This design comes from an exercise in tuning for small area and a short achievable clock period on the open sky130 flow, not from production work. No run shown here included a check of the RTL's function; only the layout flow was run. Power is estimated from default activity; no workload was simulated.

--- config.mk ---
export PLATFORM = sky130hd
export DESIGN_NAME = rfid_core
export DESIGN_NICKNAME = rfid_core
export VERILOG_FILES = /design/flow/design.v
export SDC_FILE = /design/flow/constraint.sdc
export NUM_CORES = 4
export LEC_CHECK = 0
export CAP_MARGIN = 20
export CORE_MARGIN = 2
export CORE_UTILIZATION = 35
export SLEW_MARGIN = 20
export SYNTH_HIERARCHICAL = 1
export SYNTH_MINIMUM_KEEP_SIZE = 0
--- constraint.sdc ---
create_clock -name core_clock -period 12.0 [get_ports {clk}]
set_input_delay 2.4000 -clock core_clock [delete_from_list [all_inputs] [get_ports {clk}]]
set_output_delay 2.4000 -clock core_clock [all_outputs]
set_load 0.01 [all_outputs]
--- design.v ---
module rfid_core (
    input  wire        clk,
    input  wire        rst,
    input  wire        tick,
    input  wire        rx,
    input  wire        cancel_in,
    input  wire        bus_valid,
    input  wire        bus_we,
    input  wire [19:0] bus_addr,
    input  wire [31:0] bus_wdata,
    output reg  [31:0] bus_rdata,
    output wire        pin
);
  localparam integer N_MAX = 16;
  reg        mode;
  reg        busy, complete;
  reg [4:0]  count;
  reg [31:0] edge_ticks;
  reg        out_en, mod_level;
  reg [2:0]  c_phase;
  reg        ph_scan, ph_a, ph_b, ph_gap, ph_set;
  reg [4:0]  r_idx, r_len;
  reg [31:0] r_cnt;
  reg        cancelled;
  reg [31:0] pass_count;
  reg [31:0] min_pulse, silence, sane_min, sane_max, gap, settle;
  reg [3:0]  duty_a, duty_b;
  reg [15:0] replay_len;
  reg        rx_q;
  reg [31:0] cap_buf   [0:N_MAX-1];
  reg [31:0] replay_buf[0:N_MAX-1];
  wire replay_busy = ph_scan | ph_a | ph_b | ph_gap | ph_set;
  wire ph_timed    = ph_a | ph_b | ph_gap | ph_set;
  reg lt_a, lt_b;
  assign pin = out_en & (mode ? (mod_level ? lt_a : lt_b) : mod_level);
  wire [31:0] status = {24'd0, cancel_in, pin, mod_level, out_en, cancelled,
                        replay_busy, complete, busy};
  reg [31:0] reg_rd;
  always @* begin
    case (bus_addr[5:2])
      4'h0: reg_rd = {31'd0, mode};
      4'h2: reg_rd = status;
      4'h3: reg_rd = {27'd0, count};
      4'h4: reg_rd = edge_ticks;
      4'h5: reg_rd = min_pulse;
      4'h6: reg_rd = silence;
      4'h7: reg_rd = sane_min;
      4'h8: reg_rd = sane_max;
      4'h9: reg_rd = gap;
      4'hA: reg_rd = settle;
      4'hB: reg_rd = {20'd0, duty_b, 4'd0, duty_a};
      4'hC: reg_rd = {16'd0, replay_len};
      4'hD: reg_rd = pass_count;
      4'hE: reg_rd = {8'd0, 8'd8, 16'd16};
      default: reg_rd = 32'd0;
    endcase
  end
  wire [31:0] cap_rd = cap_buf[bus_addr[5:2]];
  wire [31:0] rep_rd = replay_buf[bus_addr[5:2]];
  wire word_ok = (bus_addr[1:0] == 2'b00) && (bus_addr[17:6] == 12'd0);
  wire rd_en   = bus_valid && !bus_we && word_ok;
  reg [31:0] rd_val;
  always @* begin
    case (bus_addr[19:18])
      2'b00:   rd_val = reg_rd;
      2'b01:   rd_val = cap_rd;
      2'b10:   rd_val = rep_rd;
      default: rd_val = 32'd0;
    endcase
  end
  always @(posedge clk) begin
    if (rst || !rd_en) bus_rdata <= 32'd0;
    else bus_rdata <= rd_val;
  end
  wire [8:1]  c_cmd;    
  wire [15:0] w_reg;    
  wire [15:0] w_rep;    
  rfid_core_dec u_dec (
    .bus_valid(bus_valid), .bus_we(bus_we), .bus_addr(bus_addr),
    .bus_wdata(bus_wdata), .c_cmd(c_cmd), .w_reg(w_reg), .w_rep(w_rep));
  wire c_start = c_cmd[1];
  wire c_stop  = c_cmd[2];
  wire c_proc  = c_cmd[3];
  wire c_emu   = c_cmd[4];
  wire c_con   = c_cmd[5];
  wire c_coff  = c_cmd[6];
  wire c_moda  = c_cmd[7];
  wire c_modb  = c_cmd[8];
  wire [31:0] d      = replay_buf[r_idx[3:0]];
  reg         lt;     
  wire        set_z  = (settle == 32'd0);
  wire        sane   = (sane_min <= d) && (d <= sane_max) && (d[31:1] != 31'd0);
  wire        s_can  = ph_scan & lt & cancel_in;           
  wire        s_acc  = ph_scan & lt & ~cancel_in & sane;   
  wire        s_skip = ph_scan & lt & ~cancel_in & ~sane;  
  wire        s_end  = ph_scan & ~lt;                      
  wire rb1   = replay_busy & ~(s_can & set_z);
  wire idle1 = ~rb1;
  wire oe1   = out_en & ~s_can;
  wire cmd_ok = idle1;
  wire do_start = c_start & cmd_ok & ~busy;
  wire do_stop  = c_stop  & cmd_ok;
  wire do_emu   = c_emu   & cmd_ok & ~busy & (replay_len <= 16'd16);
  wire do_con   = c_con   & cmd_ok;
  wire do_coff  = c_coff  & cmd_ok;
  wire do_moda  = c_moda  & cmd_ok;
  wire do_modb  = c_modb  & cmd_ok;
  wire cfg_ok   = ~busy & idle1;
  wire proc_ok = busy & (count != 5'd0) & (edge_ticks >= silence);
  wire do_proc = c_proc & cmd_ok & proc_ok;
  wire kill    = do_stop | do_proc;
  wire edge_ev = rx ^ rx_q;
  wire ge_r    = (edge_ticks >= min_pulse);
  wire mp_z    = (min_pulse == 32'd0);
  wire e_run   = edge_ev & busy & ~kill;            
  wire w_run   = e_run & ge_r;                      
  wire w_start = edge_ev & do_start & mp_z;         
  wire cap_full = w_run & (count[3:0] == 4'hF);
  wire [31:0] cap_wdata0 = busy ? edge_ticks : 32'd0;
  wire et_sat = (edge_ticks == 32'hFFFF_FFFF);
  wire [30:0] half   = d[31:1];
  wire        eq_h   = (r_cnt == {1'b0, half});
  wire        eq_g   = (r_cnt == gap) | (gap == 32'd0);   
  wire        eq_s   = (r_cnt == settle);
  wire        a_end  = tick & ph_a & eq_h;
  wire        b_end  = tick & ph_b & eq_h;
  wire        g_end  = tick & ph_gap & eq_g;
  wire        st_end = tick & ph_set & eq_s;
  wire        half1  = (d[31:2] == 30'd0);            
  wire        gap1   = (gap[31:1] == 31'd0);           
  wire        set1   = (settle == 32'd1);
  wire        sa_end = tick & s_acc & half1;           
  wire        se_end = tick & s_end & gap1;            
  wire        sc_end = tick & s_can & set1;            
  wire        ge_any = g_end | se_end;                 
  wire        g_can  = ge_any & cancel_in;             
  wire        g_scan = ge_any & ~cancel_in;            
  reg        busy_n, complete_n;
  reg [4:0]  count_n;
  reg [31:0] edge_ticks_n;
  reg        out_en_n, mod_level_n;
  reg [2:0]  c_phase_n;
  reg        ph_scan_n, ph_a_n, ph_b_n, ph_gap_n, ph_set_n;
  reg [4:0]  r_idx_n, r_len_n;
  reg        lt_n;
  reg [31:0] r_cnt_n;
  reg        cancelled_n;
  reg [31:0] pass_count_n;
  always @* begin
    busy_n     = busy ? ~kill : do_start;
    complete_n = complete;
    count_n    = count;
    if (do_start) begin
      complete_n = 1'b0;
      count_n    = {4'd0, w_start};
    end
    if (w_run)    count_n    = count + 5'd1;
    if (do_proc)  complete_n = 1'b1;
    if (cap_full) begin
      busy_n     = 1'b0;
      complete_n = 1'b1;
    end
    if (e_run | do_start) edge_ticks_n = {31'd0, tick};
    else if (tick & ~et_sat) edge_ticks_n = edge_ticks + 32'd1;
    else edge_ticks_n = edge_ticks;
    ph_scan_n = (ph_scan & ~s_can & ~s_acc & ~s_end) | do_emu | b_end | g_scan;
    ph_a_n    = (ph_a & ~a_end) | (s_acc & ~sa_end);
    ph_b_n    = (ph_b & ~b_end) | a_end | sa_end;
    ph_gap_n  = (ph_gap & ~g_end) | (s_end & ~se_end);
    ph_set_n  = (ph_set & ~st_end) | (s_can & ~set_z & ~sc_end) |
                (g_can & ~set_z);
    r_idx_n = r_idx;
    if (s_skip | b_end) r_idx_n = r_idx + 5'd1;
    if (do_emu | g_scan) r_idx_n = 5'd0;
    r_len_n = r_len;
    if (do_emu) r_len_n = replay_len[4:0];
    lt_n = lt;
    if (s_skip | b_end) lt_n = (r_idx + 5'd1 < r_len);
    if (g_scan) lt_n = (r_len != 5'd0);
    if (do_emu) lt_n = (replay_len[4:0] != 5'd0);
    if (a_end | sa_end | g_can) r_cnt_n = 32'd1;
    else if (s_acc | s_can | s_end) r_cnt_n = tick ? 32'd2 : 32'd1;
    else if (tick) r_cnt_n = r_cnt + 32'd1;
    else r_cnt_n = r_cnt;
    cancelled_n = cancelled;
    if (s_can) cancelled_n = 1'b1;
    if (do_emu) cancelled_n = 1'b0;
    if (g_can) cancelled_n = 1'b1;
    pass_count_n = pass_count;
    if (s_end && pass_count != 32'hFFFF_FFFF) pass_count_n = pass_count + 32'd1;
    if (do_emu) pass_count_n = 32'd0;
    out_en_n    = out_en;
    mod_level_n = mod_level;
    c_phase_n   = c_phase;
    if (s_acc | (do_start & mode) | do_con) begin
      if (!oe1) c_phase_n = 3'd0;
    end
    if (s_can | s_end | do_stop | do_coff) begin
      out_en_n    = 1'b0;
      mod_level_n = 1'b0;
    end
    if (s_acc | (do_start & mode)) begin
      out_en_n    = 1'b1;
      mod_level_n = 1'b1;
    end
    if (do_con)  out_en_n    = 1'b1;
    if (do_moda) mod_level_n = 1'b1;
    if (do_modb) mod_level_n = 1'b0;
    if (tick & out_en_n) c_phase_n = c_phase_n + 3'd1;
    if (a_end | sa_end) begin
      out_en_n    = 1'b1;
      mod_level_n = 1'b0;
    end
    if (g_can) begin
      out_en_n    = 1'b0;
      mod_level_n = 1'b0;
    end
  end
  wire       wr_cfg  = cfg_ok;
  wire [3:0] duty_an = (wr_cfg & w_reg[11]) ? bus_wdata[3:0]  : duty_a;
  wire [3:0] duty_bn = (wr_cfg & w_reg[11]) ? bus_wdata[11:8] : duty_b;
  wire lt_an = ({1'b0, c_phase_n} < duty_an);
  wire lt_bn = ({1'b0, c_phase_n} < duty_bn);
  always @(posedge clk) begin
    if (rst) begin
      mode       <= 1'b0;
      busy       <= 1'b0;
      complete   <= 1'b0;
      count      <= 5'd0;
      edge_ticks <= 32'd0;
      out_en     <= 1'b0;
      mod_level  <= 1'b0;
      c_phase    <= 3'd0;
      ph_scan    <= 1'b0;
      ph_a       <= 1'b0;
      ph_b       <= 1'b0;
      ph_gap     <= 1'b0;
      ph_set     <= 1'b0;
      r_idx      <= 5'd0;
      r_len      <= 5'd0;
      lt         <= 1'b0;
      r_cnt      <= 32'd0;
      cancelled  <= 1'b0;
      pass_count <= 32'd0;
      min_pulse  <= 32'd100;
      silence    <= 32'd20000;
      sane_min   <= 32'd100;
      sane_max   <= 32'd50000;
      gap        <= 32'd10000;
      settle     <= 32'd200000;
      duty_a     <= 4'd4;
      duty_b     <= 4'd0;
      replay_len <= 16'd0;
      rx_q       <= rx;
      lt_a       <= 1'b1;
      lt_b       <= 1'b0;
    end else begin
      busy       <= busy_n;
      complete   <= complete_n;
      count      <= count_n;
      edge_ticks <= edge_ticks_n;
      out_en     <= out_en_n;
      mod_level  <= mod_level_n;
      c_phase    <= c_phase_n;
      ph_scan    <= ph_scan_n;
      ph_a       <= ph_a_n;
      ph_b       <= ph_b_n;
      ph_gap     <= ph_gap_n;
      ph_set     <= ph_set_n;
      r_idx      <= r_idx_n;
      r_len      <= r_len_n;
      lt         <= lt_n;
      r_cnt      <= r_cnt_n;
      cancelled  <= cancelled_n;
      pass_count <= pass_count_n;
      rx_q       <= rx;
      if (cfg_ok) begin
        if (w_reg[0])  mode       <= bus_wdata[0];
        if (w_reg[5])  min_pulse  <= bus_wdata;
        if (w_reg[6])  silence    <= bus_wdata;
        if (w_reg[7])  sane_min   <= bus_wdata;
        if (w_reg[8])  sane_max   <= bus_wdata;
        if (w_reg[9])  gap        <= bus_wdata;
        if (w_reg[10]) settle     <= bus_wdata;
        if (w_reg[11]) begin
          duty_a <= bus_wdata[3:0];
          duty_b <= bus_wdata[11:8];
        end
        if (w_reg[12]) replay_len <= bus_wdata[15:0];
      end
      lt_a <= lt_an;
      lt_b <= lt_bn;
    end
  end
  genvar gi;
  generate
    for (gi = 0; gi < N_MAX; gi = gi + 1) begin : g_rep
      always @(posedge clk)
        if (!rst && w_rep[gi] && idle1) replay_buf[gi] <= bus_wdata;
    end
    for (gi = 1; gi < N_MAX; gi = gi + 1) begin : g_cap
      always @(posedge clk)
        if (!rst && w_run && count[3:0] == gi) cap_buf[gi] <= edge_ticks;
    end
  endgenerate
  always @(posedge clk) begin
    if (!rst && ((w_run && count[3:0] == 4'd0) || w_start)) cap_buf[0] <= cap_wdata0;
  end
endmodule
module rfid_core_dec (
    input  wire        bus_valid,
    input  wire        bus_we,
    input  wire [19:0] bus_addr,
    input  wire [31:0] bus_wdata,
    output wire [8:1]  c_cmd,
    output wire [15:0] w_reg,
    output wire [15:0] w_rep
);
  wire wr_ok  = bus_valid & bus_we & (bus_addr[1:0] == 2'b00) &
                (bus_addr[17:6] == 12'd0);
  wire reg_ok = wr_ok & (bus_addr[19:18] == 2'b00);
  wire rep_ok = wr_ok & (bus_addr[19:18] == 2'b10);
  wire hi_z   = (bus_wdata[31:4] == 28'd0);
  genvar k;
  generate
    for (k = 0; k < 16; k = k + 1) begin : g_slot
      assign w_reg[k] = reg_ok & (bus_addr[5:2] == k);
      assign w_rep[k] = rep_ok & (bus_addr[5:2] == k);
    end
    for (k = 1; k <= 8; k = k + 1) begin : g_cmd
      assign c_cmd[k] = reg_ok & (bus_addr[5:2] == 4'd1) & hi_z &
                        (bus_wdata[3:0] == k);
    end
  endgenerate
endmodule
--- flow/run.sh ---
#!/bin/bash
set -euo pipefail
MARGIN=$(cat flow/margin.txt)
bash standard.sh SETUP_SLACK_MARGIN=$MARGIN finish > make_finish.log 2>&1
--- flow/margin.txt ---
8
--- standard.sh ---
#!/bin/bash
# synth_recipe.tcl (not shown) runs the flow's synth.tcl, then flattens the netlist and writes it again
# the make line also repeats each setting of config.mk as NAME=value (left out here)
make -C /OpenROAD-flow-scripts/flow DESIGN_CONFIG=/design/flow/config.mk WORK_HOME=/design/flow/orfs CLKGATE_MAP_FILE= SYNTH_SCRIPT=/design/flow/synth_recipe.tcl "${@:-finish}"
==> impl_metrics.ini, run 1 <==
[outcome]
error_message = [ERROR GRT-0232] Routing congestion too high. Check the congestion heatmap in the GUI.
status = did not finish
stop_stage = 5_1_grt

[placed_design]
place_ws_ns = 4.26
numPortBuffers = 91
gp_congestion = 1.02
hpwl_mm = 158
dpl_cell_area_um2 = 66400

[synth]
synth_warnings = 9
syn_avg_cell_area_um2 = 11.8
synthCells = 5269
syn-num-nets = 5474
syn_area_um2 = 62300

[floorplan]
die_y_um = 426
rows = 154
initial_utilization = 0.353
die_w_um = 426
io_pins = 92

[grt]
gr-usage-all-layers = 0.355
grt.overflow.total = 2
grt_max_degree = 93

[cts]
cts-htree-levels = 4
clock_sinks = 1401
cts_hold_buf = 0
cts_buffer_depth = 3
root_buffer = clkbuf_16
cts_buffers = 150
-- stage by stage --
step | cells | hold slack (ns)
floorplan | 5269 | 0.445
global placement | 7433 | 0.458
detailed placement | 7435 | 0.466
CTS | 8170 | 0.473
-- worst max path at each step --
stage | cells after the start | endpoint | startpoint
after floorplan | 14 | lt_a$_SDFF_PP1_ | bus_addr[10]
after global placement | 12 | cap_buf[9][21]$_DFFE_PP_ | bus_wdata[26]
after detailed placement | 12 | cap_buf[9][24]$_DFFE_PP_ | bus_wdata[26]
after CTS | 27 | lt_a$_SDFF_PP1_ | r_idx[1]$_SDFFE_PP0P_
-- repair_timing --
item | CTS
gates resized for setup | 1057
endpoints found under the setup margin | 1431
setup buffers | 320
pin swaps | 200
cloned | 141
-- power groups by stage --
stage | logic (mW) | clock network (mW) | registers [mW]
after CTS | 0.444 | 4.82 | 5.16
after detailed placement | 0.313 | 0 | 5.27
after global placement | 0.312 | 0 | 5.27
after floorplan | 0.130 | 0 | 5.27
-- routing by layer --
layer  GRT overflow  GRT usage
met5              0    0.00608
met4              0      0.305
met3              0      0.152
met2              1      0.514
met1              1      0.402
==> inputs of run 2 (changes only) <==
--- a/design.v
+++ b/design.v
@@ -93,4 +93,3 @@
   wire        s_can  = ph_scan & lt & cancel_in;           
-  wire        s_acc  = ph_scan & lt & ~cancel_in & sane;   
-  wire        s_skip = ph_scan & lt & ~cancel_in & ~sane;  
+  wire        s_step = ph_scan & lt & ~cancel_in;          
   wire        s_end  = ph_scan & ~lt;                      
@@ -121,7 +120,8 @@
   wire [30:0] half   = d[31:1];
-  wire        eq_h   = (r_cnt == {1'b0, half});
+  wire        eq_a   = (r_cnt == {1'b0, half});
+  wire        eq_b   = (r_cnt == {half, 1'b0});
   wire        eq_g   = (r_cnt == gap) | (gap == 32'd0);   
   wire        eq_s   = (r_cnt == settle);
-  wire        a_end  = tick & ph_a & eq_h;
-  wire        b_end  = tick & ph_b & eq_h;
+  wire        a_end  = tick & ph_a & eq_a;
+  wire        b_end  = tick & ph_b & eq_b;
   wire        g_end  = tick & ph_gap & eq_g;
@@ -131,3 +131,3 @@
   wire        set1   = (settle == 32'd1);
-  wire        sa_end = tick & s_acc & half1;           
+  wire        sa1    = tick & half1;                   
   wire        se_end = tick & s_end & gap1;            
@@ -148,2 +148,3 @@
   reg [31:0] pass_count_n;
+  wire       lt_inc = (r_idx + 5'd1 < r_len);
   always @* begin
@@ -165,5 +166,5 @@
     else edge_ticks_n = edge_ticks;
-    ph_scan_n = (ph_scan & ~s_can & ~s_acc & ~s_end) | do_emu | b_end | g_scan;
-    ph_a_n    = (ph_a & ~a_end) | (s_acc & ~sa_end);
-    ph_b_n    = (ph_b & ~b_end) | a_end | sa_end;
+    ph_scan_n = (ph_scan & ~s_can & ~s_end) | do_emu | b_end | g_scan;
+    ph_a_n    = ph_a & ~a_end;
+    ph_b_n    = (ph_b & ~b_end) | a_end;
     ph_gap_n  = (ph_gap & ~g_end) | (s_end & ~se_end);
@@ -172,3 +173,3 @@
     r_idx_n = r_idx;
-    if (s_skip | b_end) r_idx_n = r_idx + 5'd1;
+    if (b_end) r_idx_n = r_idx + 5'd1;
     if (do_emu | g_scan) r_idx_n = 5'd0;
@@ -177,7 +178,7 @@
     lt_n = lt;
-    if (s_skip | b_end) lt_n = (r_idx + 5'd1 < r_len);
+    if (b_end) lt_n = lt_inc;
     if (g_scan) lt_n = (r_len != 5'd0);
     if (do_emu) lt_n = (replay_len[4:0] != 5'd0);
-    if (a_end | sa_end | g_can) r_cnt_n = 32'd1;
-    else if (s_acc | s_can | s_end) r_cnt_n = tick ? 32'd2 : 32'd1;
+    if (g_can) r_cnt_n = 32'd1;
+    else if (ph_scan) r_cnt_n = tick ? 32'd2 : 32'd1;
     else if (tick) r_cnt_n = r_cnt + 32'd1;
@@ -194,3 +195,3 @@
     c_phase_n   = c_phase;
-    if (s_acc | (do_start & mode) | do_con) begin
+    if ((do_start & mode) | do_con) begin
       if (!oe1) c_phase_n = 3'd0;
@@ -201,3 +202,3 @@
     end
-    if (s_acc | (do_start & mode)) begin
+    if (do_start & mode) begin
       out_en_n    = 1'b1;
@@ -209,3 +210,3 @@
     if (tick & out_en_n) c_phase_n = c_phase_n + 3'd1;
-    if (a_end | sa_end) begin
+    if (a_end) begin
       out_en_n    = 1'b1;
@@ -223,2 +224,18 @@
   wire lt_bn = ({1'b0, c_phase_n} < duty_bn);
+  wire [2:0] c_acc  = (out_en ? c_phase : 3'd0) + {2'd0, tick};
+  wire [2:0] c_skip = c_phase + {2'd0, tick & out_en};
+  wire       sel_a  = s_step & sane;
+  wire       sel_k  = s_step & ~sane;
+  wire       ph_scan_f = s_step ? ~sane : ph_scan_n;
+  wire       ph_a_f    = s_step ? (sane & ~sa1) : ph_a_n;
+  wire       ph_b_f    = s_step ? (sane & sa1) : ph_b_n;
+  wire [4:0] r_idx_f   = sel_k ? r_idx + 5'd1 : sel_a ? r_idx : r_idx_n;
+  wire       lt_f      = sel_k ? lt_inc : sel_a ? 1'b1 : lt_n;
+  wire       out_en_f  = sel_a ? 1'b1 : sel_k ? out_en : out_en_n;
+  wire       mod_lvl_f = sel_a ? ~sa1 : sel_k ? mod_level : mod_level_n;
+  wire [2:0] c_phase_f = sel_a ? c_acc : sel_k ? c_skip : c_phase_n;
+  wire       lt_a_f    = sel_a ? ({1'b0, c_acc} < duty_a) :
+                         sel_k ? ({1'b0, c_skip} < duty_a) : lt_an;
+  wire       lt_b_f    = sel_a ? ({1'b0, c_acc} < duty_b) :
+                         sel_k ? ({1'b0, c_skip} < duty_b) : lt_bn;
   always @(posedge clk) begin
@@ -261,13 +278,13 @@
       edge_ticks <= edge_ticks_n;
-      out_en     <= out_en_n;
-      mod_level  <= mod_level_n;
-      c_phase    <= c_phase_n;
-      ph_scan    <= ph_scan_n;
-      ph_a       <= ph_a_n;
-      ph_b       <= ph_b_n;
+      out_en     <= out_en_f;
+      mod_level  <= mod_lvl_f;
+      c_phase    <= c_phase_f;
+      ph_scan    <= ph_scan_f;
+      ph_a       <= ph_a_f;
+      ph_b       <= ph_b_f;
       ph_gap     <= ph_gap_n;
       ph_set     <= ph_set_n;
-      r_idx      <= r_idx_n;
+      r_idx      <= r_idx_f;
       r_len      <= r_len_n;
-      lt         <= lt_n;
+      lt         <= lt_f;
       r_cnt      <= r_cnt_n;
@@ -290,4 +307,4 @@
       end
-      lt_a <= lt_an;
-      lt_b <= lt_bn;
+      lt_a <= lt_a_f;
+      lt_b <= lt_b_f;
     end
==> run 2 against run 1 <==
Compared with the run above:
- now clean on timing, DRC and antenna
- synthesized cell count rose by 3.8%
- synthesized area rose by 2.1%
==> impl_metrics.ini, run 2 <==
[worst_setup_path]
cp.arrival_ns = 5.85
crit_type = in2reg
critPathRequiredTime_ns = 12.54
crit_family = buffers and inverters
reg2reg_depth = 22
cp-end-kind = flop
cp_cell_sequence = clkdlybuf4s15_2 -> buf_12 -> nor4_2 -> nand4_1 -> buf_12 -> buf_12 -> nor4_4 -> buf_4 -> a21o_1 -> a31oi_2 -> o211ai_1 -> buf_4 -> nor2_4 -> nand4_1 -> buf_12 -> buf_12 -> nor3_4 -> clkbuf_16
critPathMaxStageDelay_ns = 0.46
crit_path_max_fanout = 12
cp.depth = 18
cp_common_cell = buf_12
crit_slowest_cell = nor3_4
path_buf_inv = 9
start_kind = input port

[min_path]
hp-class = reg2reg
whs_path_depth = 2

[power]
power_density_nw_per_um2 = 125
pwr-share-seq = 0.478
leakagePower_nw = 30.4
power_mw = 10.8
ir_drop_mv = 0.119
p_sw_frac = 0.247
power.switching_mw = 2.67
combPwrFrac = 0.078
intPower_mw = 8.13
clockPowerShare = 0.444

[placed_design]
dpl.cell_count = 7705
dpl_cell_area_um2 = 67900
numPortBuffers = 91
hpwl_mm = 178
gp_congestion = 1.01

[timing]
rsz0062_at_grt = yes
slew-limit-headroom = 0.205
clock_skew_ns = 0.0556
tns_ns = 0
slew_violations = 0
finalHoldViolations = 0
min_period_over_period = 0.442
setup_viol_count_final = 0
min_period_ns = 5.31
fmax_mhz = 188
tightest_slew_ns = 1.19

[cts]
cts_buffers = 151
clock_latency_ns = 0.84
cts_buffer_depth = 3
clock_sinks = 1401
clkTransAtPathRegs_ns = 0.07
root_buffer = clkbuf_16
cts_tree = yes
cts-htree-levels = 4

[grt]
gr-usage-all-layers = 0.347
grt_max_degree = 67
antenna_found_initial = 24
grt_pass1_wl_mm = 446
grt_pass1_vias = 52600
grt.overflow.total = 0

[floorplan]
die_y_um = 430
die_w_um = 430
fp.coreArea_um2 = 181000
initial_utilization = 0.352
fp.dieArea_um2 = 185000
rows = 156
io_pins = 92

[drt]
routed_via_density = 6.91
routed.top_layer = met5
drc = 0
drt_first_pass_iters = 13
ant_nets = 0
met3_length_mm = 60.3
wl_met2_mm = 138
met1_length_mm = 112
drt_wl_total_mm = 348
drtIter0Drc = 12700
vias = 59300
drt-wirelength-per-cell_um = 40.6

[cells_and_area]
layout_common_cells = edfxtp_1, a22oi_1, nand2_1
largestRegisters = cap_buf: 512 flops, replay_buf: 512 flops
fin_cells = 8576
nets = 6289
drive_above_1_share = 0.268
synthToLayoutAreaGrowth_pct = 35.9
fin_area_um2 = 86400
mostFrequentLayoutCell = edfxtp_1

[synth]
syn-num-nets = 5688
syn_area_um2 = 63600
synth_warnings = 9
syn_avg_cell_area_um2 = 11.6
synthCells = 5469

[run]
cap_viol_max_count = 0

[outcome]
status = no timing/DRC/antenna violations
-- run 2: timing repair --
| item | 4_1_cts | 5_1_grt |
|---|---|---|
| setup buffers | 288 | 125 |
| resized for setup | 914 | 587 |
| setup endpoints to repair | 1398 | 1392 |
| pin swaps | 136 | 208 |
| hold buffers | 0 | 0 |
| cloned | 127 | 42 |
-- run 2: power by group through the flow --
stage               logic, mW  clock network (mW)  registers, mW
global placement        0.514                   0           5.27
global route            0.833                4.94           5.16
finish                  0.848                4.80           5.16
detailed placement      0.520                   0           5.27
floorplan               0.251                   0           5.27
CTS                     0.698                4.76           5.16
-- run 2: worst paths after layout --
kind         slack, ns                     start                  endpoint
max               6.69              bus_wdata[7]  cap_buf[4][14]$_DFFE_PP_
min               0.48  sane_min[0]$_SDFFE_PP0P_  sane_min[0]$_SDFFE_PP0P_
max reg2reg       7.05     r_idx[1]$_SDFFE_PP0P_           lt_a$_SDFF_PP1_
min reg2reg       0.48  sane_min[0]$_SDFFE_PP0P_  sane_min[0]$_SDFFE_PP0P_
-- run 2: metal layers --
metal | vias to the layer above | GRT usage
li1 | 22500 | -
met1 | 28700 | 0.415
met2 | 6265 | 0.484
met3 | 1759 | 0.151
met4 | 36 | 0.279
met5 | - | 0
-- run 2: layout make-up --
class	instances	area (um2)
clock buffers	195	4100
fillers	15400	94100
diodes	10	25.0
well taps	2370	2970
inverters	178	689
flip-flops and latches	1401	38400
multi-input cells	3532	27400
clock inverters	84	862
repair buffers	806	12000
-- run 2: worst min-delay path, stage by stage, from the launching register on --
cell	delay, ns
dfxtp_1	0.33
nand2_1	0.06
a21oi_1	0.05
-- run 2: stage by stage --
stage                     setup slack [ns]  utilization  hold WS [ns]
final                                 6.69        0.479         0.481
after CTS                             6.86        0.456         0.474
after floorplan                       6.30            -         0.433
after global placement                4.45        0.376         0.459
after global routing                  6.71        0.479         0.495
after detailed placement              4.63        0.376         0.466

-- static timing again, ports no longer ideal --
How much do the figures lean on ideal ports? The routed layout below was timed once more, with nothing changed but the port constraints. Step 1 sets driving cells, clkbuf_16 on the clock port and buf_2 on the other inputs (assumed; they add their load-dependent delay and slew). Step 2, shift: input delay + t, output delay - t, t = (earliest + latest rising clock arrival at the registers) / 2. This alone moves slack from input paths to output paths. Three values: ideal, step 1, step 2; two values: the first two.
run: run 2
shift t [ns]: 0.904
slack for setup (ns): 6.691 / 6.751 / 5.847
clock arrival spread, ns: 0.056 / 0.056
worst slew at a driven data input, ns: 0.06
cell pins on the clock port's net: 1
After both steps setup and hold are still met in run 2. For run 2, drivers alone change the setup slack by +0.060 ns; drivers and shift together by -0.844 ns.
